This is an optimization exercise on Yosys and OpenROAD, whose aim is small area, a short achievable clock period and few clock cycles per item, not a production implementation.
No activity file was given, so power comes from the tool's default toggle rates.

v34:
==> flow/design.v <==
module ad5934_freq_encoder (
    input  wire        clk,
    input  wire        rst,         
    input  wire        in_valid,
    output wire        in_ready,
    input  wire [31:0] in_freq,
    input  wire [31:0] in_fclk,
    output reg         out_valid,
    output wire [23:0] out_code,
    output wire        out_err
);
    reg         busy;        
    reg  [4:0]  cnt;         
    reg         err;         
    reg  [32:0] rem;         
    reg  [23:0] qs;          
    assign in_ready = busy && (err || cnt == 5'd24);
    assign out_code = err ? 24'd0 : qs;
    assign out_err  = err;
    wire [32:0] a    = busy ? {rem[31:0], qs[23]}
                            : {1'b0, in_freq[24:0], in_fclk[31:25]};
    wire        sub  = ~busy | ~rem[32];
    wire [32:0] sum  = a + ({33{sub}} ^ {1'b0, in_fclk}) + {32'd0, sub};
    wire        qbit = ~sum[32];
    always @(posedge clk) begin
        rem <= sum;
        if (!busy) begin
            qs  <= in_fclk[24:1];
            err <= (|in_freq[31:25]) | qbit;
            cnt <= 5'd1;
        end else begin
            qs  <= {qs[22:0], qbit};
            cnt <= cnt + 5'd1;
        end
        if (rst) begin
            busy      <= 1'b0;
            out_valid <= 1'b0;
        end else begin
            out_valid <= in_ready && in_valid;
            if (!busy)
                busy <= in_valid;
            else if (in_ready && in_valid)
                busy <= 1'b0;
        end
    end
endmodule
Settings: LEC_CHECK=0, CAP_MARGIN=20, CORE_MARGIN=2, CORE_UTILIZATION=40, CTS_BUF_LIST=sky130_fd_sc_hd__clkbuf_2 sky130_fd_sc_hd__clkbuf_4, PLACE_DENSITY=0.6, SETUP_SLACK_MARGIN=1.5, SLEW_MARGIN=20; clock period 5.0 ns.
standard.sh (not shown) runs the stock make flow with config.mk's settings and CLKGATE_MAP_FILE= SYNTH_SCRIPT=/design/flow/synth_recipe.tcl, a recipe that flattens the netlist after the stock synthesis.
==> flow/flow/run.sh <==
#!/bin/bash
# The standard layout (the standard.sh: standard synthesis, floorplan,
# placement, CTS, routing), with the port buffers that placement inserts on
# every input and output made plain sky130 buffers instead of the default
# delay-buffer cell. Each tool's output is kept in its own log here.
set -euo pipefail
export BUFFER_PORTS_ARGS="-buffer_cell sky130_fd_sc_hd__buf_1"
bash standard.sh > standard_make.log 2>&1
v34 went all the way through the flow, and no timing, DRC or antenna check failed.
Relative to v34, the following input files were edited for v21:
- CTS_BUF_LIST: sky130_fd_sc_hd__clkbuf_2 sky130_fd_sc_hd__clkbuf_4 -> unset
- SETUP_SLACK_MARGIN: 1.5 -> unset
==> flow/run.sh (new file) <==
#!/bin/bash
# synth_recipe.tcl (not shown) runs the flow's synth.tcl, then flattens the netlist and writes it again
# the make line also repeats each setting of config.mk as NAME=value (left out here)
make -C /OpenROAD-flow-scripts/flow DESIGN_CONFIG=/design/flow/config.mk WORK_HOME=/design/flow/orfs CLKGATE_MAP_FILE= SYNTH_SCRIPT=/design/flow/synth_recipe.tcl finish
removed: flow/flow/run.sh
removed: flow/standard.sh
[summary]
- v21 vs v34 on cell area: v21 is the higher one.
- Going from v34 to v21, via count shows an increase of 37, maximum vdd ir drop +about 1.5%, clock-buffer cell count went up.
- According to the power report, total power for v21 is higher than for v34.
- Global-route wire length before repair of v21 exceeds that of v34 by a few percent.
- v34 has higher actual slew at the worst max-slew pin than v21.
- Re count of endpoints failing setup in the final report: no difference whatsoever between v21 and v34.
- Shortest clock period the worst path allows after layout up 0.43 ns in v21 wrt v34
- Reported for v21 and v34, number of instances on the worst hold path turned out identical to the last digit.
- Sort v21 and v34 by worst setup slack asc -> top: v21
diff inputs: v21 => v5
- an added CTS_BUF_LIST of sky130_fd_sc_hd__clkbuf_2 sky130_fd_sc_hd__clkbuf_4
--- outcome ---
- Instance count along the most critical hold path: v5 vs v21 identical
- rem[29] as the last element of the critical path was reported by v5, and err by v21.
- v5 vs. v21: total count of max-transition violations in the final report shows no meaningful change; final area shows a reduction of 1.2%; first-pass GRT wire length shows a reduction of about 0.9%.
- Compared with v21, in v5 multi-input gate share of total cell area now larger; wire length on met3 now smaller; number of cell instances on the worst register-to-register path comparable.
- Looking at fraction of cell area in non-clock buffers across v5 and v21, the one that comes out higher is v5.
- The higher core utilization came out of v21.
What v57 does differently from v5 at the input level:
- CTS_BUF_LIST: sky130_fd_sc_hd__clkbuf_2 sky130_fd_sc_hd__clkbuf_4 -> unset
- SETUP_SLACK_MARGIN: unset -> 1.6
==> run notes <==
v5 completed end to end with timing, DRC and antenna clean. v57 reached the end of the flow, and the finished layout is clean on the timing, DRC and antenna checks. As far as fraction of the mapped netlist area in simple logic gates goes, v57 and v5 are indistinguishable; the numbers are identical. Where total internal power is concerned, v5 is better than v57. Critical path depth came out exactly the same in v57 and v5. The power in sequential cells was comparable across v57 and v5.
Function was not checked in any run of this note: the RTL went through the layout flow alone.

-- separate check: timing with driven ports --
How much do the figures lean on ideal ports? The routed layouts below were timed once more, with nothing changed but the port constraints. Step 1 assumes that a clkbuf_16 drives the clock port and a buf_2 every other input. Step 2 times the ports against the registers' clock, not the clock port: input delays grow and output delays shrink by t, the midpoint of the rising clock arrivals with the driver on. Three values: ideal, step 1, step 2; two values: the first two.
| run | shift t [ns] | setup WS [ns] | hold slack, ns | worst register clock-pin slew, ns | cell pins on the clock port's net |
|---|---|---|---|---|---|
| v34 | 0.444 | 1.685 / 1.672 / 1.228 | 0.435 / 0.435 / 0.435 | 0.12 / 0.12 | 1 |
| v21 | 0.364 | 1.256 / 1.249 / 0.884 | 0.422 / 0.422 / 0.422 | 0.07 / 0.07 | 1 |
| v5 | 0.434 | 1.344 / 1.341 / 0.907 | 0.431 / 0.431 / 0.431 | 0.11 / 0.11 | 1 |
| v57 | 0.378 | 1.687 / 1.697 / 1.320 | 0.419 / 0.419 / 0.419 | 0.08 / 0.08 | 1 |
After both steps setup and hold are still met in every run listed. For v34, which loses most, drivers alone change the setup slack by -0.013 ns; drivers and shift together by -0.457 ns.
